Context: an optimization exercise on an open-source flow, tuned for small area, a short achievable clock period and few clock cycles per item. The choices shown serve that exercise and are no tape-out recipe.
In this exercise RTL edits were held to simulation tests only and were not proved equivalent to the original.

--- config.mk ---
export PLATFORM = sky130hd
export DESIGN_NAME = zi_lea128
export DESIGN_NICKNAME = zi_lea128
export VERILOG_FILES = /design/flow/design.v
export SDC_FILE = /design/flow/constraint.sdc
export NUM_CORES = 4
export LEC_CHECK = 0
export ABC_AREA = 0
export CAP_MARGIN = 20
export CORE_MARGIN = 2
export CORE_UTILIZATION = 40
export CTS_BUF_LIST = sky130_fd_sc_hd__clkbuf_8
export PLACE_DENSITY = 0.8
export SETUP_SLACK_MARGIN = 5
export SLEW_MARGIN = 20
--- design.v ---
module zi_lea128 (
    input  wire         clk,
    input  wire         rst,           
    input  wire         in_valid,
    output wire         in_ready,
    input  wire         in_decrypt,    
    input  wire [127:0] in_key,
    input  wire [127:0] in_block,
    output reg          out_valid,
    output wire [127:0] out_block
);
    localparam [2:0] S_IDLE = 3'd0,
                     S_KEY  = 3'd1,    
                     S_ENC  = 3'd2,
                     S_DEC  = 3'd3,
                     S_KLD  = 3'd4;    
    reg [2:0]  state;
    reg [4:0]  rnd;
    reg [31:0] x0, x1, x2, x3;         
    reg [31:0] t0, t1, t2, t3;         
    reg [31:0] c0, c1, c2, c3;         
    reg        kvalid;                 
    reg    rdy;                        
    assign in_ready = rdy;
    wire   in_fire  = in_valid && in_ready;
    wire [31:0] kw0 = {in_key[103:96], in_key[111:104], in_key[119:112], in_key[127:120]};
    wire [31:0] kw1 = {in_key[71:64], in_key[79:72], in_key[87:80], in_key[95:88]};
    wire [31:0] kw2 = {in_key[39:32], in_key[47:40], in_key[55:48], in_key[63:56]};
    wire [31:0] kw3 = {in_key[7:0], in_key[15:8], in_key[23:16], in_key[31:24]};
    wire [31:0] bw0 = {in_block[103:96], in_block[111:104], in_block[119:112], in_block[127:120]};
    wire [31:0] bw1 = {in_block[71:64], in_block[79:72], in_block[87:80], in_block[95:88]};
    wire [31:0] bw2 = {in_block[39:32], in_block[47:40], in_block[55:48], in_block[63:56]};
    wire [31:0] bw3 = {in_block[7:0], in_block[15:8], in_block[23:16], in_block[31:24]};
    assign out_block = {x0[7:0], x0[15:8], x0[23:16], x0[31:24],
                        x1[7:0], x1[15:8], x1[23:16], x1[31:24],
                        x2[7:0], x2[15:8], x2[23:16], x2[31:24],
                        x3[7:0], x3[15:8], x3[23:16], x3[31:24]};
    wire hit = kvalid && ({kw0[0],    kw0[31:1],  kw1[2:0],  kw1[31:3],
                           kw2[5:0],  kw2[31:6],  kw3[10:0], kw3[31:11]}
                          == {t0, t1, t2, t3});
    reg [31:0] dc;
    always @(*) begin
        case (rnd)
            5'd0:  dc = 32'hc3efe9db;
            5'd1:  dc = 32'h88c4d604;
            5'd2:  dc = 32'he789f229;
            5'd3:  dc = 32'hc6f98763;
            5'd4:  dc = 32'h3efe9dbc;
            5'd5:  dc = 32'h8c4d6048;
            5'd6:  dc = 32'h789f229e;
            5'd7:  dc = 32'h6f98763c;
            5'd8:  dc = 32'hefe9dbc3;
            5'd9:  dc = 32'hc4d60488;
            5'd10: dc = 32'h89f229e7;
            5'd11: dc = 32'hf98763c6;
            5'd12: dc = 32'hfe9dbc3e;
            5'd13: dc = 32'h4d60488c;
            5'd14: dc = 32'h9f229e78;
            5'd15: dc = 32'h98763c6f;
            5'd16: dc = 32'he9dbc3ef;
            5'd17: dc = 32'hd60488c4;
            5'd18: dc = 32'hf229e789;
            5'd19: dc = 32'h8763c6f9;
            5'd20: dc = 32'h9dbc3efe;
            5'd21: dc = 32'h60488c4d;
            5'd22: dc = 32'h229e789f;
            default: dc = 32'h763c6f98;
        endcase
    end
    wire        bwd = (state == S_DEC);
    wire [31:0] d0 = dc                    ^ {32{bwd}};
    wire [31:0] d1 = {dc[30:0], dc[31]}    ^ {32{bwd}};
    wire [31:0] d2 = {dc[29:0], dc[31:30]} ^ {32{bwd}};
    wire [31:0] d3 = {dc[28:0], dc[31:29]} ^ {32{bwd}};
    wire        idle = (state == S_IDLE);
    wire [31:0] u0 = idle ? kw0 : t0;
    wire [31:0] u1 = idle ? kw1 : t1;
    wire [31:0] u2 = idle ? kw2 : t2;
    wire [31:0] u3 = idle ? kw3 : t3;
    wire [31:0] a0 = u0 + d0 + {31'd0, bwd};
    wire [31:0] a1 = u1 + d1 + {31'd0, bwd};
    wire [31:0] a2 = u2 + d2 + {31'd0, bwd};
    wire [31:0] a3 = u3 + d3 + {31'd0, bwd};
    wire [31:0] f0 = {a0[30:0], a0[31]};           
    wire [31:0] f1 = {a1[28:0], a1[31:29]};        
    wire [31:0] f2 = {a2[25:0], a2[31:26]};        
    wire [31:0] f3 = {a3[20:0], a3[31:21]};        
    wire [31:0] g0 = {a0[0],    a0[31:1]};         
    wire [31:0] g1 = {a1[2:0],  a1[31:3]};         
    wire [31:0] g2 = {a2[5:0],  a2[31:6]};         
    wire [31:0] g3 = {a3[10:0], a3[31:11]};        
    wire [31:0] r0 = {t0[30:0], t0[31]};
    wire [31:0] r1 = {t1[28:0], t1[31:29]};
    wire [31:0] r2 = {t2[25:0], t2[31:26]};
    wire [31:0] r3 = {t3[20:0], t3[31:21]};
    wire [31:0] e_s0 = (x0 ^ t0) + (x1 ^ t1);
    wire [31:0] e_s1 = (x1 ^ t2) + (x2 ^ t1);
    wire [31:0] e_s2 = (x2 ^ t3) + (x3 ^ t1);
    wire [31:0] e_y0 = {e_s0[22:0], e_s0[31:23]};    
    wire [31:0] e_y1 = {e_s1[4:0],  e_s1[31:5]};     
    wire [31:0] e_y2 = {e_s2[2:0],  e_s2[31:3]};     
    wire [31:0] k12  = r1 ^ r2;
    wire [31:0] k13  = r1 ^ r3;
    function [31:0] subks(input [31:0] x, input [31:0] y);
        reg [32:0] g, p, gn, pn;
        integer l, i;
        begin
            g = {x & ~y, 1'b1};
            p = {x ^ ~y, 1'b0};
            for (l = 1; l < 33; l = l * 2) begin
                gn = g;
                pn = p;
                for (i = 0; i < 33; i = i + 1)
                    if (i >= l) begin
                        gn[i] = g[i] | (p[i] & g[i - l]);
                        pn[i] = p[i] & p[i - l];
                    end
                g = gn;
                p = pn;
            end
            subks = x ^ ~y ^ g[31:0];
        end
    endfunction
    wire [31:0] d_m0 = subks({x0[8:0],  x0[31:9]},  x3 ^ r0);     
    wire [31:0] d_m1 = subks({x1[26:0], x1[31:27]}, d_m0 ^ k12);  
    wire [31:0] d_m2 = subks({x2[28:0], x2[31:29]}, d_m1 ^ k13);  
    wire [31:0] d_y1 = d_m0 ^ r1;
    wire [31:0] d_y2 = d_m1 ^ r1;
    wire [31:0] d_y3 = d_m2 ^ r1;
    always @(posedge clk) begin
        case (state)
            S_IDLE: begin
                {x0, x1, x2, x3} <= {bw0, bw1, bw2, bw3};
                if (in_decrypt && hit)
                    {t0, t1, t2, t3} <= {c0, c1, c2, c3};
                else
                    {t0, t1, t2, t3} <= {f0, f1, f2, f3};    
            end
            S_KEY: begin
                {t0, t1, t2, t3} <= {f0, f1, f2, f3};
                if (rnd == 5'd23)
                    {c0, c1, c2, c3} <= {a0, a1, a2, a3};
            end
            S_KLD: begin
                {t0, t1, t2, t3} <= {c0, c1, c2, c3};
            end
            S_ENC: begin
                {t0, t1, t2, t3} <= {f0, f1, f2, f3};
                {x0, x1, x2, x3} <= {e_y0, e_y1, e_y2, x0};
            end
            default: begin  
                {t0, t1, t2, t3} <= {g0, g1, g2, g3};
                {x0, x1, x2, x3} <= {x3, d_y1, d_y2, d_y3};
            end
        endcase
    end
    always @(posedge clk) begin
        if (rst) begin
            state     <= S_IDLE;
            rdy       <= 1'b1;
            rnd       <= 5'd0;
            out_valid <= 1'b0;
            kvalid    <= 1'b0;
        end else begin
            out_valid <= 1'b0;
            case (state)
                S_IDLE: begin
                    kvalid <= 1'b0;
                    if (in_fire) begin
                        rdy    <= 1'b0;
                        if (!in_decrypt) begin
                            rnd   <= 5'd1;
                            state <= S_ENC;
                        end else if (hit) begin
                            rnd   <= 5'd23;
                            state <= S_DEC;
                        end else begin
                            rnd   <= 5'd1;
                            state <= S_KEY;
                        end
                    end
                end
                S_KEY: begin
                    if (rnd == 5'd23) begin
                        state <= S_KLD;           
                    end else begin
                        rnd <= rnd + 5'd1;
                    end
                end
                S_KLD: begin
                    state <= S_DEC;
                end
                S_ENC: begin              
                    rnd <= rnd + 5'd1;
                    if (rnd == 5'd24) begin
                        rnd       <= 5'd0;
                        out_valid <= 1'b1;
                        rdy       <= 1'b1;
                        state     <= S_IDLE;
                    end
                end
                default: begin  
                    rnd <= rnd - 5'd1;
                    if (rnd == 5'd0) begin
                        rnd       <= 5'd0;
                        out_valid <= 1'b1;
                        kvalid    <= 1'b1;
                        rdy       <= 1'b1;
                        state     <= S_IDLE;
                    end
                end
            endcase
        end
    end
endmodule
--- constraint.sdc ---
create_clock -name core_clock -period 12.0 [get_ports {clk}]
set_input_delay 2.4000 -clock core_clock [delete_from_list [all_inputs] [get_ports {clk}]]
set_output_delay 2.4000 -clock core_clock [all_outputs]
set_load 0.01 [all_outputs]
--- flow/run.sh ---
#!/bin/bash
# The standard layout (standard.sh: standard synthesis, then ORFS to
# finish), with one change: the buffer that ORFS puts on every input and
# output port is the platform's smallest buffer, buf_1, rather than the cell
# buffer_ports picks on its own (clkdlybuf4s50_1). The repair steps after it
# still resize port buffers where timing, slew or load call for it.
set -euo pipefail
export BUFFER_PORTS_ARGS="-buffer_cell sky130_fd_sc_hd__buf_1"
bash standard.sh > standard.log 2>&1
--- standard.sh ---
#!/bin/bash
# synth_recipe.tcl (not shown) runs the flow's synth.tcl, then flattens the netlist and writes it again
# the make line also repeats each setting of config.mk as NAME=value (left out here)
make -C /OpenROAD-flow-scripts/flow DESIGN_CONFIG=/design/flow/config.mk WORK_HOME=/design/flow/orfs CLKGATE_MAP_FILE= SYNTH_SCRIPT=/design/flow/synth_recipe.tcl "${@:-finish}"
==> results by group, run 1 <==
Route
  • DR vias/cell: 6.50
  • DRT Pass-1 Iters: 9
  • Final wirelength: 224000 µm
  • # DRC: 0
  • Initial drt markers: 7228
  • Total number of vias: 42300
  • WL/cell: 34.5 µm
  • Routed Antenna Nets: 0

STA
  • Post-layout minimum cycle time: 6.94 ns
  • Worst slew margin: 15.3%
  • Worst-case clock skew: 0.0630 ns
  • Fin. Hold Viols: 0
  • Final critical-path share of the clock period: 57.8%
  • Setup slack after layout: 5.06 ns
  • Worst slew pin tran: 1.26 ns
  • RSZ-0062 raised after global routing: true
  • Max Slew Vio Count: 0
  • Achievable Freq: 144 MHz
  • Total negative setup slack: 0 ns
  • # setup viols final: 0

Job
  • Max Cap Viol: 0

GRT
  • Gr usage total: 42.6%
  • First-pass GRT wire length: 306000 µm
  • Number of global-route vias before repair: 39300
  • Largest net degree at the start of global routing: 73
  • Antenna violations before repair: 30
  • Aggregate global routing overflow: 0

Clock tree
  • Root buf cell: clkbuf_8
  • TritonCTS Buffers: 84
  • Clock latency (worst-skew pair): 0.81 ns
  • Post-CTS Hold Fix Bufs: 0
  • H-tree depth: 3
  • CTS tree: built
  • Clock slew at reported path FFs: 0.07 ns
  • CTS Sinks: 427
  • Maximum clock insertion buffer count: 3

Die
  • Initial Util: 40.3%
  • Ports: 390
  • Row cnt: 115
  • Die extent in y: 319 µm
  • Die footprint: 102000 µm²
  • Die width: 319 µm
  • Area of the core: 98300 µm²

Status
  • Outcome: finished clean

Layout
  • Filler cell count: 9811
  • Area growth syn-to-layout: 14.8%
  • Share of cells above drive strength 1: 8.51%
  • Final #Nets: 5722
  • Non-Filler Cell Area, Final: 45500 µm²

Placed design
  • Placed Instance Area: 42900 µm²
  • Port buffer count: 389
  • DP HPWL: 178000 µm
  • Worst slack, placed: 3.74 ns
  • GP Congestion: 1.11

Setup path
  • Slowest stage delay, CP: 0.45 ns
  • Worst path slowest cell: edfxtp_1
  • CP Max Fanout: 6
  • Setup crit start kind: register
  • Critical Path RT: 12.49 ns
  • CP endpoint kind: register
  • CP Class: reg -> reg
  • Critical path arrival: 7.43 ns

Yosys
  • Synthesis-stage register bit count: 427
  • Most used flip-flop cell after synthesis: edfxtp_1
  • Post-Syn Nets: 5290
  • Post-Syn Instances: 4703
  • Avg Inst Size Synth: 8.43 µm²
  • Unique masters post-synth: 96
  • Ys Warns: 1
  • Async SR Flop Fraction: 0%
  • Seq/Total Area, Yosys: 28.0%
  • Post-synth EDFFs: 256
  • Mapped Area: 39700 µm²

Worst hold path
  • Hold crit path type: reg -> reg
[worst paths after layout]
| path | from | endpoint | slack, ns | cells after the start |
|---|---|---|---|---|
| worst min-delay path | c0[26]$_DFFE_PP_ | t0[26]$_DFF_P_ | 0.44 | 2 |
| worst min register to register | c0[26]$_DFFE_PP_ | t0[26]$_DFF_P_ | 0.44 | 2 |
| worst max-delay path | x3[1]$_DFFE_PN_ | x3[31]$_DFFE_PN_ | 5.06 | 31 |
| worst max register to register | x3[1]$_DFFE_PN_ | x3[31]$_DFFE_PN_ | 5.06 | 31 |
[logic make-up (layout without fill, tap and decap cells)]
group / Yosys count / count (layout) / synth area share, %
other cells: 0 / 13 / 0
simple gates: 1345 / 1345 / 15.8
fa+ha+maj: 328 / 328 / 10.5
buf+inv: 388 / 888 / 3.72
xor+xnor: 771 / 771 / 17.0
mux: 80 / 80 / 2.04
compound gates: 1364 / 1364 / 22.9
flops: 427 / 427 / 28.0
[stage by stage]
stage	utilization [%]	instances	hold WS, ns
after CTS	45.7	6460	0.448
after floorplan	-	4703	0.408
after global routing	46.3	6491	0.467
after detailed placement	43.7	6297	0.417
final	46.3	6503	0.440
after global placement	43.7	6297	0.413
[worst max-delay path: cells and delay by family (launching register included)]
family                   cells  cell delay, ns
XOR/XNOR                     4            0.76
multiplexers                 1            0.29
adder cells (fa/ha/maj)      3            0.99
buffers and inverters        1            0.07
AO/OA/AOI/OAI               17            3.42
AND/OR/NAND/NOR              5            0.64
flip-flops                   1            0.45
[placed cells by master, fill, tap and decap left out, types with 49 or more instances in the layout]
cell type | netlist | layout
a21o_1 | 198 | 198
nor2_1 | 272 | 268
mux2i_1 | 72 | 71
nor2b_1 | 65 | 63
clkbuf_8 | 0 | 99
buf_4 | 1 | 166
nand2b_1 | 73 | 73
nand2_1 | 574 | 569
nand4_1 | 49 | 49
edfxtp_1 | 256 | 256
xor2_1 | 342 | 340
a211oi_1 | 52 | 49
a222oi_1 | 53 | 53
buf_1 | 21 | 389
nor3_1 | 64 | 61
dfxtp_1 | 171 | 161
ha_1 | 320 | 309
xnor2_1 | 429 | 407
o21a_1 | 50 | 49
nand3_1 | 63 | 63
a21oi_1 | 379 | 366
inv_1 | 175 | 197
o21ai_0 | 230 | 222
[cells in the mapped netlist, drive strengths merged (10+ instances only)]
master | instances | area (µm²)
nor2 | 272 | 1020
o21a | 50 | 375
a211oi | 52 | 390
nand3 | 63 | 315
nand4 | 49 | 307
a31oi | 35 | 225
o31ai | 23 | 186
and3 | 39 | 244
nand2 | 574 | 2150
nor4 | 20 | 125
nand2b | 73 | 457
o211ai | 11 | 82.6
a221oi | 10 | 105
dfxtp | 171 | 3420
clkbuf | 175 | 657
a222oi | 53 | 531
o2111ai | 10 | 87.6
a211o | 22 | 193
ha | 320 | 4000
nor3 | 64 | 320
and2 | 33 | 206
a21boi | 11 | 82.6
a31o | 11 | 96.3
a2111o | 10 | 113
or3 | 26 | 163
a2111oi | 11 | 105
or2 | 16 | 100
edfxtp | 256 | 7690
a221o | 24 | 240
o21ai | 266 | 1330
o21bai | 37 | 278
a22oi | 49 | 368
mux2i | 72 | 721
a21oi | 379 | 1900
a21o | 198 | 1490
a22o | 16 | 140
o22ai | 15 | 93.8
buf | 34 | 146
nor2b | 65 | 407
inv | 178 | 668
o221ai | 10 | 87.6
nor4b | 12 | 120
xnor2 | 429 | 3760
xor2 | 342 | 3000
[area by class of cell]
type                       instances  area (µm²)  area share [%]
antenna                           13        32.5          0.0714
clock buffer                      99        1360            2.99
clock inverter                    55         383           0.841
inverter                         179         672            1.48
multi-input combinational       3888       27600            60.7
sequential                       427       11100            24.4
tap                             1287        1610            3.54
timing repair buffer             555        2710            5.94
[layer usage]
| layer | up-vias | GRT usage [%] | part of all wire, % |
|---|---|---|---|
| met4 | 26 | 31.3 | 8.7 |
| met2 | 3478 | 61.1 | 41 |
| met1 | 20100 | 53.3 | 36 |
| li1 | 17900 | - | - |
| met5 | - | 0 | 0.099 |
| met3 | 793 | 13.8 | 14 |
[what timing repair did]
action,4_1_cts,5_1_grt
endpoints found under the setup margin,15,12
resized for setup,40,68
pin swaps,7,33
setup buffers,9,30
Testbench counts, summed over its fixed seeds: cycles 21,200, blocks 768.
==> inputs of run 2 (changes only) <==
==> config.mk (replaced) <==
export PLATFORM = sky130hd
export DESIGN_NAME = zi_lea128
export DESIGN_NICKNAME = zi_lea128
export VERILOG_FILES = /design/flow/design.v
export SDC_FILE = /design/flow/constraint.sdc
export NUM_CORES = 4
export LEC_CHECK = 0
export ABC_AREA = 1
export CAP_MARGIN = 20
export CORE_MARGIN = 2
export CORE_UTILIZATION = 40
export CTS_BUF_LIST = sky130_fd_sc_hd__clkbuf_16
export CTS_CLUSTER_SIZE = 16
export PLACE_DENSITY = 0.7
export SETUP_SLACK_MARGIN = 5
export SLEW_MARGIN = 20
==> results by group, run 2 <==
Route
  • Total number of vias: 47800 (+13%)
  • Final wirelength: 265000 µm (+18%)
  • Initial drt markers: 6857 (-5.1%)
  • WL/cell: 33.7 µm (-2.4%)
  • DRT Pass-1 Iters: 7 (-2)
  • Routed Antenna Nets: 0 (unchanged)
  • DR vias/cell: 6.08 (-6.4%)
  • # DRC: 0 (unchanged)

GRT
  • First-pass GRT wire length: 352000 µm (+15%)
  • Aggregate global routing overflow: 0 (unchanged)
  • Gr usage total: 47.4% (+4.8 points)
  • Number of global-route vias before repair: 44200 (+12%)
  • Antenna violations before repair: 29 (-3.3%)
  • Largest net degree at the start of global routing: 84 (+15%)

Yosys
  • Seq/Total Area, Yosys: 26.5% (-1.5 points)
  • Yosys top cell by area: edfxtp_1
  • Post-Syn Instances: 6023 (+28%)
  • Async SR Flop Fraction: 0% (unchanged)
  • Largest family of logic cells by synthesized area: simple AND/OR/NAND/NOR gates
  • Most used flip-flop cell after synthesis: edfxtp_1
  • Unique masters post-synth: 58 (-40%)
  • Mux contribution to synthesized area: 0% (-2.0 points)
  • Synthesis-stage register bit count: 427 (unchanged)
  • Xor/xnor share of the synthesized area: 13.1% (-3.9 points)
  • Post-synth EDFFs: 256 (unchanged)
  • Dominant cells by area after synthesis: edfxtp_1 (18%), nand2_1 (14%), ha_1 (9.5%)
  • Compound-gate portion of the synthesized area: 17.8% (-5.1 points)
  • Avg Inst Size Synth: 6.97 µm² (-17%)
  • Post-Syn Nets: 6610 (+25%)
  • Top-count cell post-synth: nand2_1
  • Area share of the largest cell type after synthesis: 18.3% (-1.1 points)
  • Synth top cells by count: nand2_1 (1607), inv_1 (634), a21oi_1 (480)
  • Mapped Area: 42000 µm² (+5.8%)
  • Post-synthesis adder-cell area fraction: 9.88% (-0.60 points)
  • Post-Synth Simple-Gate Area: 25.1% (+9.3 points)
  • Ys Warns: 1 (unchanged)

STA
  • # setup viols final: 0 (unchanged)
  • Achievable Freq: 147 MHz (+2.1%)
  • Worst slew pin tran: 1.26 ns (-0.00594 ns)
  • Worst slew margin: 16.0% (+0.69 points)
  • Fin. Hold Viols: 0 (unchanged)
  • Total negative setup slack: 0 ns (unchanged)
  • Final critical-path share of the clock period: 56.7% (-1.2 points)
  • RSZ-0062 raised after global routing: true
  • Max Slew Vio Count: 0 (unchanged)
  • Post-layout minimum cycle time: 6.80 ns (-0.142 ns)
  • Worst-case clock skew: 0.0486 ns (-0.0144 ns)

Setup path
  • Cell mode on critical path: nand2_1
  • CP endpoint kind: register
  • Critical Path RT: 12.41 ns (-0.08 ns)
  • CP Class: reg -> reg
  • Cells on worst reg2reg path: 31 (unchanged)
  • Worst path slowest cell: edfxtp_1
  • Slowest stage delay, CP: 0.59 ns (+0.14 ns)
  • Critical path arrival: 7.21 ns (-0.22 ns)
  • Setup crit start kind: register
  • CP Max Fanout: 5 (-1)

Die
  • Ports: 390 (unchanged)
  • Die footprint: 108000 µm² (+5.8%)
  • Die extent in y: 328 µm (+2.8%)
  • Row cnt: 118 (+2.6%)
  • Die width: 328 µm (+2.8%)
  • Area of the core: 104000 µm² (+5.6%)
  • Initial Util: 40.4% (+0.081 points)

Clock tree
  • Root buf cell: clkbuf_16
  • Maximum clock insertion buffer count: 3 (unchanged)
  • Clock slew at reported path FFs: 0.06 ns (about the same)
  • H-tree depth: 2 (-1)
  • CTS Sinks: 427 (unchanged)
  • TritonCTS Buffers: 55 (-35%)
  • Post-CTS Hold Fix Bufs: 0 (unchanged)
  • CTS tree: built
  • Clock latency (worst-skew pair): 0.71 ns (-0.10 ns)

Layout
  • Layout Utilization: 45.9% (-0.39 points)
  • Multi-input logic area: 28300 µm² (+2.2%)
  • Reg area: 11100 µm² (about the same)
  • Filler cell count: 10900 (+11%)
  • Area growth syn-to-layout: 13.6%
  • Final #Nets: 6999 (+22%)
  • Commonest non-fill, non-tap cell in the layout: nand2_1
  • Share of cells above drive strength 1: 5.99% (-2.5 points)
  • Most frequent cells in the layout: nand2_1 (1599), inv_1 (640), a21oi_1 (473)

Placed design
  • DP HPWL: 219000 µm (+23%)
  • GP Congestion: 1.13 (+2.1%)
  • Port buffer count: 389 (unchanged)

Worst hold path
  • Hold crit path type: reg -> reg
  • Worst hold path cell count: 2 (unchanged)

Job
  • Max Cap Viol: 0 (unchanged)

Status
  • Outcome: finished clean
## run 2: cell types whose count changed after synthesis, moves of 74 or more
cell	before	now
nand2_1	574	1607
nor2_1	272	441
clkbuf_1	175	101
xor2_1	342	442
inv_1	175	634
o21ai_0	230	355
a21o_1	198	43
nand3_1	63	300
a21oi_1	379	480
xnor2_1	429	184
## run 2: final timing paths
path                    start                to  slack [ns]
max          x3[11]$_DFFE_PN_  x3[31]$_DFFE_PN_        5.20
min          c2[15]$_DFFE_PP_    t2[15]$_DFF_P_        0.46
max reg2reg  x3[11]$_DFFE_PN_  x3[31]$_DFFE_PN_        5.20
min reg2reg  c2[15]$_DFFE_PP_    t2[15]$_DFF_P_        0.46
## run 2: metrics by stage
| step | setup slack (ns) | instances | hold slack (ns) | instance area (µm²) |
|---|---|---|---|---|
| finish | 5.20 | 7857 | 0.456 | 47700 |
| detailed placement | 4.22 | 7719 | 0.440 | 45300 |
| global placement | 4.30 | 7719 | 0.433 | 45300 |
| CTS | 4.99 | 7826 | 0.441 | 47300 |
| floorplan | 6.10 | 6023 | 0.429 | 42000 |
| global route | 4.96 | 7838 | 0.470 | 47600 |
## run 2: layer usage
metal	up-vias	track usage [%]	wire (µm)
met4	4	38.5	26100
met3	901	12.7	31300
li1	21000	-	-
met2	3442	71.5	111000
met5	-	0	27
met1	22400	56.6	96100
## run 2: what timing repair did
item                                    4_1_cts  5_1_grt
endpoints found under the setup margin       18       16
setup buffers                                 4       12
pin swaps                                     3        9
resized for setup                            40       48
## run 2: area by class of cell
| cell class | instances | area share, % |
|---|---|---|
| Antenna cell | 19 | 0.0997 |
| Clock buffer | 56 | 2.94 |
| Clock inverter | 47 | 0.803 |
| Inverter | 646 | 5.11 |
| Multi-Input combinational cell | 4779 | 59.3 |
| Sequential cell | 427 | 23.3 |
| Tap cell | 1380 | 3.62 |
| Timing Repair Buffer | 503 | 4.86 |
## run 2: critical path: cells and delay by family (launching register included)
| family | cells | cell delay [ns] |
|---|---|---|
| AOI/OAI and AO/OA | 7 | 1.61 |
| xor gates and xnor gates | 4 | 1.09 |
| adders and majority gates | 3 | 1.09 |
| buffers and inverters | 4 | 0.42 |
| DFF | 1 | 0.59 |
| and+or+nand+nor | 13 | 1.74 |
## run 2: logic make-up after synthesis
kind of cell             after synthesis
XOR/XNOR                             627
buffers and inverters                817
AND/OR/NAND/NOR                     2555
adder cells (fa/ha/maj)              327
AO/OA/AOI/OAI                       1270
flip-flops                           427
==> inputs of run 3 (changes only) <==
--- a/design.v
+++ b/design.v
@@ -93,14 +93,29 @@
     wire [31:0] r1 = {t1[28:0], t1[31:29]};
     wire [31:0] r2 = {t2[25:0], t2[31:26]};
     wire [31:0] r3 = {t3[20:0], t3[31:21]};
-    wire [31:0] e_s0 = (x0 ^ t0) + (x1 ^ t1);
-    wire [31:0] e_s1 = (x1 ^ t2) + (x2 ^ t1);
-    wire [31:0] e_s2 = (x2 ^ t3) + (x3 ^ t1);
+    wire [31:0] e_s0 = addsk(x0 ^ t0, x1 ^ t1, 1'b0);
+    wire [31:0] e_s1 = addsk(x1 ^ t2, x2 ^ t1, 1'b0);
+    wire [31:0] e_s2 = addsk(x2 ^ t3, x3 ^ t1, 1'b0);
     wire [31:0] e_y0 = {e_s0[22:0], e_s0[31:23]};    
     wire [31:0] e_y1 = {e_s1[4:0],  e_s1[31:5]};     
     wire [31:0] e_y2 = {e_s2[2:0],  e_s2[31:3]};     
     wire [31:0] k12  = r1 ^ r2;
     wire [31:0] k13  = r1 ^ r3;
+    function [31:0] addsk(input [31:0] x, input [31:0] y, input ci);
+        reg [32:0] g, p;
+        integer l, i;
+        begin
+            g = {x & y, ci};
+            p = {x ^ y, 1'b0};
+            for (l = 0; l < 6; l = l + 1)
+                for (i = 0; i < 33; i = i + 1)
+                    if (i[l]) begin
+                        g[i] = g[i] | (p[i] & g[((i >> l) << l) - 1]);
+                        p[i] = p[i] & p[((i >> l) << l) - 1];
+                    end
+            addsk = x ^ y ^ g[31:0];
+        end
+    endfunction
     function [31:0] subks(input [31:0] x, input [31:0] y);
         reg [32:0] g, p, gn, pn;
         integer l, i;
==> config.mk (replaced) <==
export PLATFORM = sky130hd
export DESIGN_NAME = zi_lea128
export DESIGN_NICKNAME = zi_lea128
export VERILOG_FILES = /design/flow/design.v
export SDC_FILE = /design/flow/constraint.sdc
export NUM_CORES = 4
export LEC_CHECK = 0
export ABC_AREA = 0
export CAP_MARGIN = 20
export CORE_MARGIN = 2
export CORE_UTILIZATION = 40
export CTS_BUF_LIST = sky130_fd_sc_hd__clkbuf_8
export PLACE_DENSITY = 0.7
export SETUP_SLACK_MARGIN = 5
export SLEW_MARGIN = 20
==> results by group, run 3 <==
Layout
  • Area growth syn-to-layout: 14.6%
  • Filler cell count: 9715 (-11%)
  • Share of cells above drive strength 1: 8.35% (+2.4 points)
  • Most frequent cells in the layout: nand2_1 (495), xnor2_1 (406), buf_1 (389)
  • Final #Nets: 5531 (-21%)
  • Commonest non-fill, non-tap cell in the layout: nand2_1
  • Layout Utilization: 46.2% (+0.24 points)
  • Multi-input logic area: 26600 µm² (-6.0%)
  • Reg area: 11100 µm² (about the same)

Route
  • DR vias/cell: 6.33 (+4.0%)
  • Routed Antenna Nets: 0 (unchanged)
  • Total number of vias: 39800 (-17%)
  • Initial drt markers: 5397 (-21%)
  • Final wirelength: 212000 µm (-20%)
  • WL/cell: 33.7 µm (about the same)
  • DRT Pass-1 Iters: 8 (+1)
  • # DRC: 0 (unchanged)

Setup path
  • Critical path arrival: 7.35 ns (+0.14 ns)
  • Setup crit start kind: register
  • CP Max Fanout: 6 (+1)
  • Worst path slowest cell: edfxtp_1
  • Slowest stage delay, CP: 0.60 ns (about the same)
  • CP endpoint kind: register
  • Critical Path RT: 12.46 ns (+0.05 ns)
  • Cell mode on critical path: a21o_1
  • CP Class: reg -> reg

Yosys
  • Async SR Flop Fraction: 0% (unchanged)
  • Synth top cells by count: nand2_1 (499), xnor2_1 (421), a21oi_1 (349)
  • Top-count cell post-synth: nand2_1
  • Dominant cells by area after synthesis: edfxtp_1 (20%), ha_1 (10%), xnor2_1 (9.5%)
  • Synthesis-stage register bit count: 427 (unchanged)
  • Seq/Total Area, Yosys: 28.6% (+2.1 points)
  • Unique masters post-synth: 101 (+74%)
  • Yosys top cell by area: edfxtp_1
  • Ys Warns: 1 (unchanged)
  • Avg Inst Size Synth: 8.58 µm² (+23%)
  • Most used flip-flop cell after synthesis: edfxtp_1
  • Post-Syn Nets: 5122 (-23%)
  • Post-Syn Instances: 4526 (-25%)
  • Post-synth EDFFs: 256 (unchanged)
  • Mapped Area: 38800 µm² (-7.4%)
  • Area share of the largest cell type after synthesis: 19.8% (+1.5 points)

Status
  • Outcome: finished clean

GRT
  • First-pass GRT wire length: 286000 µm (-19%)
  • Largest net degree at the start of global routing: 128 (+52%)
  • Number of global-route vias before repair: 37400 (-15%)
  • Antenna violations before repair: 29 (unchanged)
  • Gr usage total: 41.2% (-6.2 points)
  • Aggregate global routing overflow: 0 (unchanged)

STA
  • Post-layout minimum cycle time: 6.88 ns (+0.0844 ns)
  • Final critical-path share of the clock period: 57.4% (+0.70 points)
  • # setup viols final: 0 (unchanged)
  • Worst-case clock skew: 0.0768 ns (+0.0282 ns)
  • RSZ-0062 raised after global routing: true
  • Fin. Hold Viols: 0 (unchanged)
  • Max Slew Vio Count: 0 (unchanged)
  • Worst slew margin: 23.1% (+7.1 points)
  • Achievable Freq: 145 MHz (-1.2%)
  • Total negative setup slack: 0 ns (unchanged)
  • Worst slew pin tran: 1.15 ns (-0.102 ns)

Clock tree
  • Root buf cell: clkbuf_8
  • CTS Sinks: 427 (unchanged)
  • Clock latency (worst-skew pair): 0.78 ns (+0.07 ns)
  • TritonCTS Buffers: 86 (+56%)
  • CTS tree: built
  • H-tree depth: 3 (+1)
  • Clock slew at reported path FFs: 0.06 ns (about the same)
  • Maximum clock insertion buffer count: 3 (unchanged)

Die
  • Die extent in y: 316 µm (-3.7%)
  • Row cnt: 114 (-3.4%)
  • Area of the core: 96400 µm² (-7.1%)
  • Ports: 390 (unchanged)
  • Initial Util: 40.3% (-0.14 points)
  • Die width: 316 µm (-3.7%)
  • Die footprint: 99600 µm² (-7.3%)

Placed design
  • DP HPWL: 168000 µm (-23%)
  • Port buffer count: 389 (unchanged)
  • GP Congestion: 1.11 (-1.8%)

Job
  • Max Cap Viol: 0 (unchanged)

Worst hold path
  • Hold crit path type: reg -> reg
## run 3: cell types whose count changed after synthesis, moves of 79 or more
cell / before / now
nand2_1: 1607 / 499
inv_1: 634 / 220
nand3_1: 300 / 55
xnor2_1: 184 / 421
nor2_1: 441 / 245
a21oi_1: 480 / 349
a21o_1: 43 / 150
xor2_1: 442 / 337
o21ai_0: 355 / 265
nor2b_1: 0 / 79
## run 3: worst max-delay path: cells and delay by family (launching register included)
kind,cells,cell delay [ns]
simple gates,6,0.77
xor+xnor,6,1.08
flops,1,0.60
compound gates,15,3.13
fa+ha+maj,3,0.99
## run 3: routing by layer
| metal | vias up | track usage [%] | share of wire (%) |
|---|---|---|---|
| met4 | 32 | 32.7 | 9.4 |
| met2 | 2854 | 59.8 | 41 |
| met3 | 743 | 13.3 | 14 |
| li1 | 17200 | - | - |
| met5 | - | 0 | 0.10 |
| met1 | 19100 | 50.0 | 36 |
## run 3: worst paths after layout
path | from | depth (start not counted) | slack, ns | to
min reg2reg | c0[18]$_DFFE_PP_ | 2 | 0.44 | t0[18]$_DFF_P_
min | c0[18]$_DFFE_PP_ | 2 | 0.44 | t0[18]$_DFF_P_
max reg2reg | x0[18]$_DFFE_PN_ | 30 | 5.12 | x3[31]$_DFFE_PN_
max | x0[18]$_DFFE_PN_ | 30 | 5.12 | x3[31]$_DFFE_PN_
## run 3: cell type report
cell class	count	area share [%]
clock buffer	101	3.12
sequential	427	25.0
multi-input combinational	3669	59.6
inverter	224	1.89
timing repair buffer	527	5.65
clock inverter	56	1.04
tap	1276	3.58
antenna	15	0.0843
## run 3: logic make-up after synthesis
| kind of cell | Yosys count | share of synthesized area (%) |
|---|---|---|
| buffers and inverters | 430 | 4.43 |
| multiplexers | 65 | 1.72 |
| AO/OA/AOI/OAI | 1315 | 22.5 |
| XOR/XNOR | 761 | 17.3 |
| adder cells (fa/ha/maj) | 337 | 11.2 |
| AND/OR/NAND/NOR | 1191 | 14.4 |
| flip-flops | 427 | 28.6 |
## run 3: stage by stage
step	setup slack [ns]	cells	instance area (µm²)	hold WS [ns]
2_1_floorplan	5.01	4526	38900	0.425
3_3_place_gp	3.97	6079	41900	0.429
3_5_place_dp	3.86	6079	41900	0.434
4_1_cts	5.02	6245	44000	0.436
5_1_grt	4.93	6282	44500	0.481
6_report	5.12	6295	44500	0.437
## run 3: what timing repair did
action / 4_1_cts / 5_1_grt
hold endpoints to repair: 0 / 0
cloned: 0 / 0
buffers inserted: 9 / 35
setup endpoints to repair: 13 / 11
hold buffers: 0 / 0
gates resized for setup: 45 / 54
pin swaps: 12 / 60
Testbench counts of run 3, summed over its fixed seeds: cycles 21,200, blocks 768.
==> inputs of run 4 (changes only) <==
--- a/design.v
+++ b/design.v
@@ -77,10 +77,10 @@
     wire [31:0] u1 = idle ? kw1 : t1;
     wire [31:0] u2 = idle ? kw2 : t2;
     wire [31:0] u3 = idle ? kw3 : t3;
-    wire [31:0] a0 = u0 + d0 + {31'd0, bwd};
-    wire [31:0] a1 = u1 + d1 + {31'd0, bwd};
-    wire [31:0] a2 = u2 + d2 + {31'd0, bwd};
-    wire [31:0] a3 = u3 + d3 + {31'd0, bwd};
+    wire [31:0] a0 = addsk(u0, d0, bwd);
+    wire [31:0] a1 = addsk(u1, d1, bwd);
+    wire [31:0] a2 = addsk(u2, d2, bwd);
+    wire [31:0] a3 = addsk(u3, d3, bwd);
     wire [31:0] f0 = {a0[30:0], a0[31]};           
     wire [31:0] f1 = {a1[28:0], a1[31:29]};        
     wire [31:0] f2 = {a2[25:0], a2[31:26]};        
==> results by group, run 4 <==
STA
  • Setup slack after layout: 4.80 ns (-0.320 ns)
  • Total negative setup slack: 0 ns (unchanged)
  • RSZ-0062 raised after global routing: true
  • Worst-case clock skew: 0.0487 ns (-0.0281 ns)
  • Max Slew Vio Count: 0 (unchanged)
  • Achievable Freq: 139 MHz (-4.4%)
  • # setup viols final: 0 (unchanged)
  • Post-layout minimum cycle time: 7.20 ns (+0.320 ns)
  • Worst slew margin: 10.9% (-12 points)
  • Worst slew pin tran: 1.34 ns (+0.182 ns)
  • Fin. Hold Viols: 0 (unchanged)
  • Final critical-path share of the clock period: 60.0% (+2.7 points)

GRT
  • First-pass GRT wire length: 273000 µm (-4.5%)
  • Gr usage total: 41.3% (+0.10 points)
  • Aggregate global routing overflow: 0 (unchanged)
  • Number of global-route vias before repair: 35300 (-5.6%)
  • Largest net degree at the start of global routing: 132 (+3.1%)
  • Antenna violations before repair: 15 (-48%)

Setup path
  • Critical Path RT: 12.46 ns (about the same)
  • Worst path slowest cell: xnor2_1
  • Setup crit start kind: register
  • Critical path arrival: 7.67 ns (+0.32 ns)
  • CP Max Fanout: 4 (-2)
  • CP endpoint kind: register
  • Cell mode on critical path: xnor2_1
  • CP Class: reg -> reg
  • Slowest stage delay, CP: 0.58 ns (-0.02 ns)
  • Cells on worst reg2reg path: 28 (-6.7%)

Layout
  • Filler cell count: 9354 (-3.7%)
  • Non-Filler Cell Area, Final: 43600 µm² (-2.2%)
  • Area growth syn-to-layout: 16.1%
  • Layout Utilization: 46.7% (+0.56 points)
  • Share of cells above drive strength 1: 9.26% (+0.91 points)
  • Most frequent cells in the layout: nand2_1 (478), buf_1 (389), xnor2_1 (385)
  • Final #Nets: 5355 (-3.2%)
  • Commonest non-fill, non-tap cell in the layout: nand2_1

Die
  • Die extent in y: 310 µm (-1.7%)
  • Area of the core: 93200 µm² (-3.4%)
  • Die footprint: 96300 µm² (-3.3%)
  • Ports: 390 (unchanged)
  • Die width: 310 µm (-1.7%)
  • Initial Util: 40.3% (about the same)
  • Row cnt: 112 (-1.8%)

Yosys
  • Area share of the largest cell type after synthesis: 20.5% (+0.69 points)
  • Synth top cells by count: nand2_1 (482), xnor2_1 (413), xor2_1 (332)
  • Seq/Total Area, Yosys: 29.6% (+1.0 points)
  • Async SR Flop Fraction: 0% (unchanged)
  • Post-Syn Instances: 4298 (-5.0%)
  • Most used flip-flop cell after synthesis: edfxtp_1
  • Avg Inst Size Synth: 8.73 µm² (+1.7%)
  • Post-Syn Nets: 4906 (-4.2%)
  • Synthesis-stage register bit count: 427 (unchanged)
  • Top-count cell post-synth: nand2_1
  • Yosys top cell by area: edfxtp_1
  • Mapped Area: 37500 µm² (-3.4%)
  • Post-synth EDFFs: 256 (unchanged)
  • Unique masters post-synth: 89 (-12%)
  • Ys Warns: 1 (unchanged)
  • Dominant cells by area after synthesis: edfxtp_1 (20%), ha_1 (11%), xnor2_1 (9.6%)

Clock tree
  • Clock slew at reported path FFs: 0.07 ns (about the same)
  • TritonCTS Buffers: 85 (-1.2%)
  • Post-CTS Hold Fix Bufs: 0 (unchanged)
  • Maximum clock insertion buffer count: 3 (unchanged)
  • Root buf cell: clkbuf_8
  • H-tree depth: 3 (unchanged)
  • CTS Sinks: 427 (unchanged)
  • CTS tree: built
  • Clock latency (worst-skew pair): 0.77 ns (about the same)

Route
  • Final wirelength: 204000 µm (-4.0%)
  • Initial drt markers: 4968 (-7.9%)
  • Routed Antenna Nets: 0 (unchanged)
  • DRT Pass-1 Iters: 10 (+2)
  • # DRC: 0 (unchanged)
  • Total number of vias: 37400 (-6.0%)
  • DR vias/cell: 6.16 (-2.6%)
  • WL/cell: 33.5 µm (-0.49%)

Worst hold path
  • Hold crit path type: reg -> reg
  • Worst hold path cell count: 2 (unchanged)

Placed design
  • Port buffer count: 389 (unchanged)
  • DP HPWL: 163000 µm (-3.1%)
  • Worst slack, placed: 3.33 ns (-0.530 ns)
  • Placed Instance Area: 40900 µm² (-2.3%)
  • GP Congestion: 1.03 (-6.8%)

Job
  • Max Cap Viol: 0 (unchanged)

Status
  • Outcome: finished clean
run 4: cell count changes in the layout (fill, tap and decap cells not counted), sizes merged, moves of 14 or more:
cell | before | now
a21o | 150 | 125
a21oi | 352 | 311
a31oi | 37 | 20
buf | 527 | 554
nand2 | 501 | 482
nor3 | 58 | 74
o21a | 46 | 60
o21ai | 278 | 239
o22ai | 36 | 22
run 4: final timing paths:
| check | startpoint | to | slack, ns |
|---|---|---|---|
| worst max-delay path | x3[2]$_DFFE_PN_ | x3[30]$_DFFE_PN_ | 4.80 |
| worst max register to register | x3[2]$_DFFE_PN_ | x3[30]$_DFFE_PN_ | 4.80 |
| worst min register to register | c1[20]$_DFFE_PP_ | t1[20]$_DFF_P_ | 0.43 |
| worst min-delay path | c1[20]$_DFFE_PP_ | t1[20]$_DFF_P_ | 0.43 |
run 4: per-stage QoR:
step / instances / hold slack (ns)
after floorplan: 4298 / 0.408
after global placement: 5868 / 0.420
after detailed placement: 5868 / 0.425
after CTS: 6061 / 0.435
after global routing: 6069 / 0.461
final: 6076 / 0.433
run 4: routing by layer:
layer  share of wire [%]  global-route usage (%)  up-vias
li1                    -                       -    16300
met1                  37                    49.5    18000
met3                  11                    12.0      650
met4                 9.1                    31.5       10
met2                  42                    62.3     2433
met5               0.031                       0        -
run 4: area by class of cell:
type / count / area (µm²) / share of cell area [%]
Antenna cell: 7 / 17.5 / 0.0402
Clock buffer: 103 / 1420 / 3.25
Clock inverter: 52 / 342 / 0.784
Inverter: 218 / 818 / 1.88
Multi-Input combinational cell: 3461 / 25500 / 58.6
Sequential cell: 427 / 11100 / 25.5
Tap cell: 1254 / 1570 / 3.60
Timing Repair Buffer: 554 / 2760 / 6.33
run 4: worst max-delay path, delay by kind of cell, from the launching register on:
family / cells / cell delay, ns
AOI/OAI and AO/OA: 16 / 3.50
xor gates and xnor gates: 7 / 1.60
adders and majority gates: 3 / 0.87
DFF: 1 / 0.48
and+or+nand+nor: 2 / 0.43
run 4: kinds of logic after synthesis:
family,Yosys count,synth area share [%]
and+or+nand+nor,1150,14.1
AOI/OAI and AO/OA,1146,20.6
DFF,427,29.6
buffers and inverters,410,4.19
xor gates and xnor gates,745,17.4
muxes,71,1.92
adders and majority gates,349,12.2
run 4: repair_timing:
| item | CTS | global route |
|---|---|---|
| endpoints found under the setup margin | 14 | 15 |
| pin swaps | 55 | 49 |
| buffers inserted | 38 | 8 |
| resized for setup | 65 | 59 |
Testbench counts of run 4, summed over its fixed seeds: cycles 21,200, blocks 768.
==> inputs of run 5 (changes only) <==
--- a/design.v
+++ b/design.v
@@ -21,6 +21,7 @@
     reg [31:0] c0, c1, c2, c3;         
     reg        kvalid;                 
     reg    rdy;                        
+    reg    dec;                        
     assign in_ready = rdy;
     wire   in_fire  = in_valid && in_ready;
     wire [31:0] kw0 = {in_key[103:96], in_key[111:104], in_key[119:112], in_key[127:120]};
@@ -77,10 +78,10 @@
     wire [31:0] u1 = idle ? kw1 : t1;
     wire [31:0] u2 = idle ? kw2 : t2;
     wire [31:0] u3 = idle ? kw3 : t3;
-    wire [31:0] a0 = addsk(u0, d0, bwd);
-    wire [31:0] a1 = addsk(u1, d1, bwd);
-    wire [31:0] a2 = addsk(u2, d2, bwd);
-    wire [31:0] a3 = addsk(u3, d3, bwd);
+    wire [31:0] a0 = u0 + d0 + {31'd0, bwd};
+    wire [31:0] a1 = u1 + d1 + {31'd0, bwd};
+    wire [31:0] a2 = u2 + d2 + {31'd0, bwd};
+    wire [31:0] a3 = u3 + d3 + {31'd0, bwd};
     wire [31:0] f0 = {a0[30:0], a0[31]};           
     wire [31:0] f1 = {a1[28:0], a1[31:29]};        
     wire [31:0] f2 = {a2[25:0], a2[31:26]};        
@@ -93,35 +94,12 @@
     wire [31:0] r1 = {t1[28:0], t1[31:29]};
     wire [31:0] r2 = {t2[25:0], t2[31:26]};
     wire [31:0] r3 = {t3[20:0], t3[31:21]};
-    wire [31:0] e_s0 = addsk(x0 ^ t0, x1 ^ t1, 1'b0);
-    wire [31:0] e_s1 = addsk(x1 ^ t2, x2 ^ t1, 1'b0);
-    wire [31:0] e_s2 = addsk(x2 ^ t3, x3 ^ t1, 1'b0);
-    wire [31:0] e_y0 = {e_s0[22:0], e_s0[31:23]};    
-    wire [31:0] e_y1 = {e_s1[4:0],  e_s1[31:5]};     
-    wire [31:0] e_y2 = {e_s2[2:0],  e_s2[31:3]};     
-    wire [31:0] k12  = r1 ^ r2;
-    wire [31:0] k13  = r1 ^ r3;
-    function [31:0] addsk(input [31:0] x, input [31:0] y, input ci);
-        reg [32:0] g, p;
+    function [31:0] addks(input [31:0] x, input [31:0] y, input ci);
+        reg [32:0] g, p, gn, pn;
         integer l, i;
         begin
             g = {x & y, ci};
             p = {x ^ y, 1'b0};
-            for (l = 0; l < 6; l = l + 1)
-                for (i = 0; i < 33; i = i + 1)
-                    if (i[l]) begin
-                        g[i] = g[i] | (p[i] & g[((i >> l) << l) - 1]);
-                        p[i] = p[i] & p[((i >> l) << l) - 1];
-                    end
-            addsk = x ^ y ^ g[31:0];
-        end
-    endfunction
-    function [31:0] subks(input [31:0] x, input [31:0] y);
-        reg [32:0] g, p, gn, pn;
-        integer l, i;
-        begin
-            g = {x & ~y, 1'b1};
-            p = {x ^ ~y, 1'b0};
             for (l = 1; l < 33; l = l * 2) begin
                 gn = g;
                 pn = p;
@@ -133,15 +111,27 @@
                 g = gn;
                 p = pn;
             end
-            subks = x ^ ~y ^ g[31:0];
+            addks = x ^ y ^ g[31:0];
         end
     endfunction
-    wire [31:0] d_m0 = subks({x0[8:0],  x0[31:9]},  x3 ^ r0);     
-    wire [31:0] d_m1 = subks({x1[26:0], x1[31:27]}, d_m0 ^ k12);  
-    wire [31:0] d_m2 = subks({x2[28:0], x2[31:29]}, d_m1 ^ k13);  
-    wire [31:0] d_y1 = d_m0 ^ r1;
-    wire [31:0] d_y2 = d_m1 ^ r1;
-    wire [31:0] d_y3 = d_m2 ^ r1;
+    wire [31:0] k12 = r1 ^ r2;
+    wire [31:0] k13 = r1 ^ r3;
+    wire [31:0] s0, s1, s2;
+    wire [31:0] p0 = dec ? {x0[8:0],  x0[31:9]}  : x0 ^ t0;
+    wire [31:0] p1 = dec ? {x1[26:0], x1[31:27]} : x1 ^ t2;
+    wire [31:0] p2 = dec ? {x2[28:0], x2[31:29]} : x2 ^ t3;
+    wire [31:0] q0 = dec ? ~(x3 ^ r0)  : x1 ^ t1;
+    wire [31:0] q1 = dec ? ~(s0 ^ k12) : x2 ^ t1;
+    wire [31:0] q2 = dec ? ~(s1 ^ k13) : x3 ^ t1;
+    assign s0 = addks(p0, q0, dec);
+    assign s1 = addks(p1, q1, dec);
+    assign s2 = addks(p2, q2, dec);
+    wire [31:0] e_y0 = {s0[22:0], s0[31:23]};        
+    wire [31:0] e_y1 = {s1[4:0],  s1[31:5]};         
+    wire [31:0] e_y2 = {s2[2:0],  s2[31:3]};         
+    wire [31:0] d_y1 = s0 ^ r1;
+    wire [31:0] d_y2 = s1 ^ r1;
+    wire [31:0] d_y3 = s2 ^ r1;
     always @(posedge clk) begin
         case (state)
             S_IDLE: begin
@@ -172,6 +162,7 @@
     always @(posedge clk) begin
         if (rst) begin
             state     <= S_IDLE;
+            dec       <= 1'b0;
             rdy       <= 1'b1;
             rnd       <= 5'd0;
             out_valid <= 1'b0;
@@ -188,6 +179,7 @@
                             state <= S_ENC;
                         end else if (hit) begin
                             rnd   <= 5'd23;
+                            dec   <= 1'b1;
                             state <= S_DEC;
                         end else begin
                             rnd   <= 5'd1;
@@ -203,6 +195,7 @@
                     end
                 end
                 S_KLD: begin
+                    dec   <= 1'b1;
                     state <= S_DEC;
                 end
                 S_ENC: begin              
@@ -218,6 +211,7 @@
                     rnd <= rnd - 5'd1;
                     if (rnd == 5'd0) begin
                         rnd       <= 5'd0;
+                        dec       <= 1'b0;
                         out_valid <= 1'b1;
                         kvalid    <= 1'b1;
                         rdy       <= 1'b1;
==> config.mk (replaced) <==
export PLATFORM = sky130hd
export DESIGN_NAME = zi_lea128
export DESIGN_NICKNAME = zi_lea128
export VERILOG_FILES = /design/flow/design.v
export SDC_FILE = /design/flow/constraint.sdc
export NUM_CORES = 4
export LEC_CHECK = 0
export ABC_AREA = 1
export CAP_MARGIN = 20
export CORE_MARGIN = 2
export CORE_UTILIZATION = 40
export SETUP_SLACK_MARGIN = 5
export SLEW_MARGIN = 20
==> results by group, run 5 <==
Status
  • Outcome: finished clean

Yosys
  • Post-Synth Simple-Gate Area: 26.7% (+13 points)
  • Yosys top cell by area: edfxtp_1
  • Synthesis-stage register bit count: 428 (+0.23%)
  • Ys Warns: 1 (unchanged)
  • Post-synth EDFFs: 256 (unchanged)
  • Async SR Flop Fraction: 0% (unchanged)
  • Unique masters post-synth: 60 (-33%)
  • Xor/xnor share of the synthesized area: 12.4% (-4.9 points)
  • Dominant cells by area after synthesis: edfxtp_1 (20%), nand2_1 (15%), dfxtp_1 (8.9%)
  • Most used flip-flop cell after synthesis: edfxtp_1
  • Mux contribution to synthesized area: 0% (-1.9 points)
  • Mapped Area: 38700 µm² (+3.1%)
  • Synth top cells by count: nand2_1 (1532), a21oi_1 (530), inv_1 (483)
  • Largest family of logic cells by synthesized area: simple AND/OR/NAND/NOR gates
  • Post-synthesis adder-cell area fraction: 7.61% (-4.6 points)
  • Post-Syn Nets: 6087 (+24%)
  • Top-count cell post-synth: nand2_1
  • Area share of the largest cell type after synthesis: 19.9% (-0.61 points)
  • Compound-gate portion of the synthesized area: 17.3% (-3.2 points)
  • Avg Inst Size Synth: 6.91 µm² (-21%)
  • Seq/Total Area, Yosys: 28.8% (-0.84 points)
  • Post-Syn Instances: 5596 (+30%)

STA
  • Max Slew Vio Count: 0 (unchanged)
  • RSZ-0062 raised after global routing: true
  • Fin. Hold Viols: 0 (unchanged)
  • Worst slew margin: 27.5% (+17 points)
  • Total negative setup slack: 0 ns (unchanged)
  • Worst slew pin tran: 1.08 ns (-0.256 ns)
  • Achievable Freq: 132 MHz (-5.0%)
  • Final critical-path share of the clock period: 63.2% (+3.1 points)
  • # setup viols final: 0 (unchanged)
  • Worst-case clock skew: 0.0536 ns (+0.00485 ns)
  • Post-layout minimum cycle time: 7.58 ns (+0.377 ns)
  • Setup slack after layout: 4.42 ns (-0.377 ns)

Layout
  • Share of cells above drive strength 1: 12.6% (+3.4 points)
  • Area growth syn-to-layout: 21.1%
  • Final #Nets: 6614 (+24%)
  • Commonest non-fill, non-tap cell in the layout: nand2_1
  • Most frequent cells in the layout: nand2_1 (1493), a21oi_1 (487), inv_1 (467)

GRT
  • Antenna violations before repair: 16 (+1)
  • Aggregate global routing overflow: 0 (unchanged)
  • Gr usage total: 47.9% (+6.6 points)
  • First-pass GRT wire length: 328000 µm (+20%)
  • Largest net degree at the start of global routing: 89 (-33%)
  • Number of global-route vias before repair: 41500 (+18%)

Route
  • Total number of vias: 45200 (+21%)
  • WL/cell: 33.0 µm (-1.6%)
  • Routed Antenna Nets: 0 (unchanged)
  • Initial drt markers: 6162 (+24%)
  • Final wirelength: 246000 µm (+21%)
  • DRT Pass-1 Iters: 9 (-1)
  • # DRC: 0 (unchanged)
  • DR vias/cell: 6.07 (-1.5%)

Setup path
  • Worst path slowest cell: dfxtp_1
  • CP top delay family: compound AO/OA/AOI/OAI gates
  • CP Max Fanout: 4 (unchanged)
  • Critical Path RT: 12.42 ns (-0.04 ns)
  • Worst R2R Setup Slack: 4.42 ns (-0.38 ns)
  • Cells on worst reg2reg path: 43 (+54%)
  • Slowest stage delay, CP: 0.65 ns (+0.07 ns)
  • CP endpoint kind: register
  • Setup crit start kind: register
  • Cell mode on critical path: buf_4
  • CP Class: reg -> reg
  • Critical path arrival: 8.00 ns (+0.33 ns)
  • Critical R2R Launch: t0[10]$_DFF_P_
  • Worst R2R End: x2[28]$_DFFE_PN_
  • CP Buf/Inv Count: 10 (+10)

Clock tree
  • Clock slew at reported path FFs: 0.07 ns (about the same)
  • TritonCTS Buffers: 52 (-39%)
  • CTS tree: built
  • Maximum clock insertion buffer count: 3 (unchanged)
  • Root buf cell: clkbuf_16
  • CTS Sinks: 428 (+0.23%)
  • Clock latency (worst-skew pair): 0.71 ns (-0.06 ns)
  • H-tree depth: 2 (-1)

Die
  • Die width: 315 µm (+1.5%)
  • Row cnt: 114 (+1.8%)
  • Die extent in y: 315 µm (+1.5%)
  • Initial Util: 40.2% (-0.088 points)
  • Ports: 390 (unchanged)
  • Die footprint: 99200 µm² (+3.1%)
  • Area of the core: 96300 µm² (+3.3%)

Job
  • Max Cap Viol: 0 (unchanged)

Placed design
  • GP Congestion: 1.11 (+7.3%)
  • DP HPWL: 194000 µm (+19%)
  • Worst slack, placed: 3.16 ns (-0.176 ns)
  • Port buffer count: 389 (unchanged)

Worst hold path
  • Worst hold path cell count: 2 (unchanged)
  • Hold Path Sink: t1[6]$_DFF_P_
  • Worst hold start: c1[6]$_DFFE_PP_
  • Hold crit path type: reg -> reg
## run 5: cell types whose count changed in the layout (fill, tap and decap cells not counted), sizes merged, moves of 96 or more
cell,change
inv,+258
ha,-96
a21o,-103
o21ai,+107
nand3,+218
a21oi,+222
xnor2,-175
nor2,+190
buf,+120
nand2,+1054
## run 5: worst max-delay path by stage
stage / from / endpoint / cells after the start / slack, ns
2_1_floorplan: dec$_SDFFE_PP0P_ / x3[31]$_DFFE_PN_ / 45 / 5.07
3_3_place_gp: dec$_SDFFE_PP0P_ / x3[31]$_DFFE_PN_ / 43 / 3.13
3_5_place_dp: dec$_SDFFE_PP0P_ / x3[31]$_DFFE_PN_ / 39 / 3.16
4_1_cts: x3[1]$_DFFE_PN_ / x3[31]$_DFFE_PN_ / 44 / 4.76
5_1_grt: x1[12]$_DFFE_PN_ / x3[31]$_DFFE_PN_ / 39 / 4.17
6_report: t0[10]$_DFF_P_ / x2[28]$_DFFE_PN_ / 43 / 4.42
## run 5: cell families (layout without fill, tap and decap cells)
family,after synthesis,count (layout)
compound gates,1180,1180
other cells,0,10
buf+inv,710,1278
fa+ha+maj,231,231
simple gates,2501,2501
xor+xnor,546,546
flops,428,428
## run 5: per-stage QoR
step	hold slack (ns)	cell area, µm²	utilization, %	std cells
2_1_floorplan	0.435	38700	-	5596
3_3_place_gp	0.439	41700	43.3	7149
3_5_place_dp	0.442	41700	43.3	7149
4_1_cts	0.448	45700	47.5	7381
5_1_grt	0.468	46800	48.7	7441
6_report	0.449	46900	48.7	7450
## run 5: worst reg2reg max path, delay by kind of cell (launching register included)
family / cells / cell delay [ns]
compound gates: 12 / 2.07
simple gates: 14 / 1.45
buf+inv: 10 / 1.16
fa+ha+maj: 3 / 1.02
xor+xnor: 4 / 0.99
flops: 1 / 0.65
## run 5: timing repair
item,in CTS,in global routing
cloned,5,2
buffers inserted,132,57
endpoints found under the hold margin,0,0
hold buffers,0,0
gates resized for setup,238,166
setup endpoints to repair,44,34
pin swaps,74,107
## run 5: area by class of cell
class	instances	area, µm²
diodes	10	25.0
inverters	502	1930
well taps	1276	1600
repair inverters	4	40.0
fillers	10100	49400
clock buffers	70	1470
repair buffers	677	3830
multi-input cells	4458	26500
flip-flops and latches	428	11200
clock inverters	25	297
## run 5: metal layers
metal,up-vias,global-route usage [%],part of all wire (%)
met5,-,0,0.031
met4,10,38.3,9.8
met3,835,15.3,12
met2,3097,70.5,41
met1,21500,57.3,37
li1,19800,-,-
Testbench counts of run 5, summed over its fixed seeds: cycles 21,200, blocks 768.

## what the ideal ports hide
In the flow no input, the clock included, has a driving cell. The finished layouts below were timed again as built, in two steps. Step 1, drivers: a clkbuf_16 drives clk and a buf_2 each remaining input, both assumed. Step 2 adds t to the input delays and takes it off the output delays; t is the mean of the earliest and latest rising clock arrival at the registers after step 1. Input paths then give back, and output paths get back, about the clock's delay inside the block. Three values: no drivers, after step 1, after step 2; two values: the first two.
run | shift t [ns] | slack for setup (ns) | worst setup path at the end | clock arrival spread, ns
run 1 | 0.850 | 5.059 / 5.059 / 4.357 | input to register | 0.063 / 0.064
run 2 | 0.758 | 5.200 / 5.200 / 4.619 | input to register | 0.049 / 0.049
run 3 | 0.814 | 5.116 / 5.116 / 4.870 | input to register | 0.084 / 0.084
run 4 | 0.812 | 4.796 / 4.796 / 4.551 | input to register | 0.048 / 0.049
run 5 | 0.764 | 4.418 / 4.418 / 4.418 | register to register | 0.053 / 0.053
After both steps every run listed still meets setup and hold. The setup slack of run 1, which loses most, moves by 0.000 ns with the drivers and by -0.702 ns with both steps.
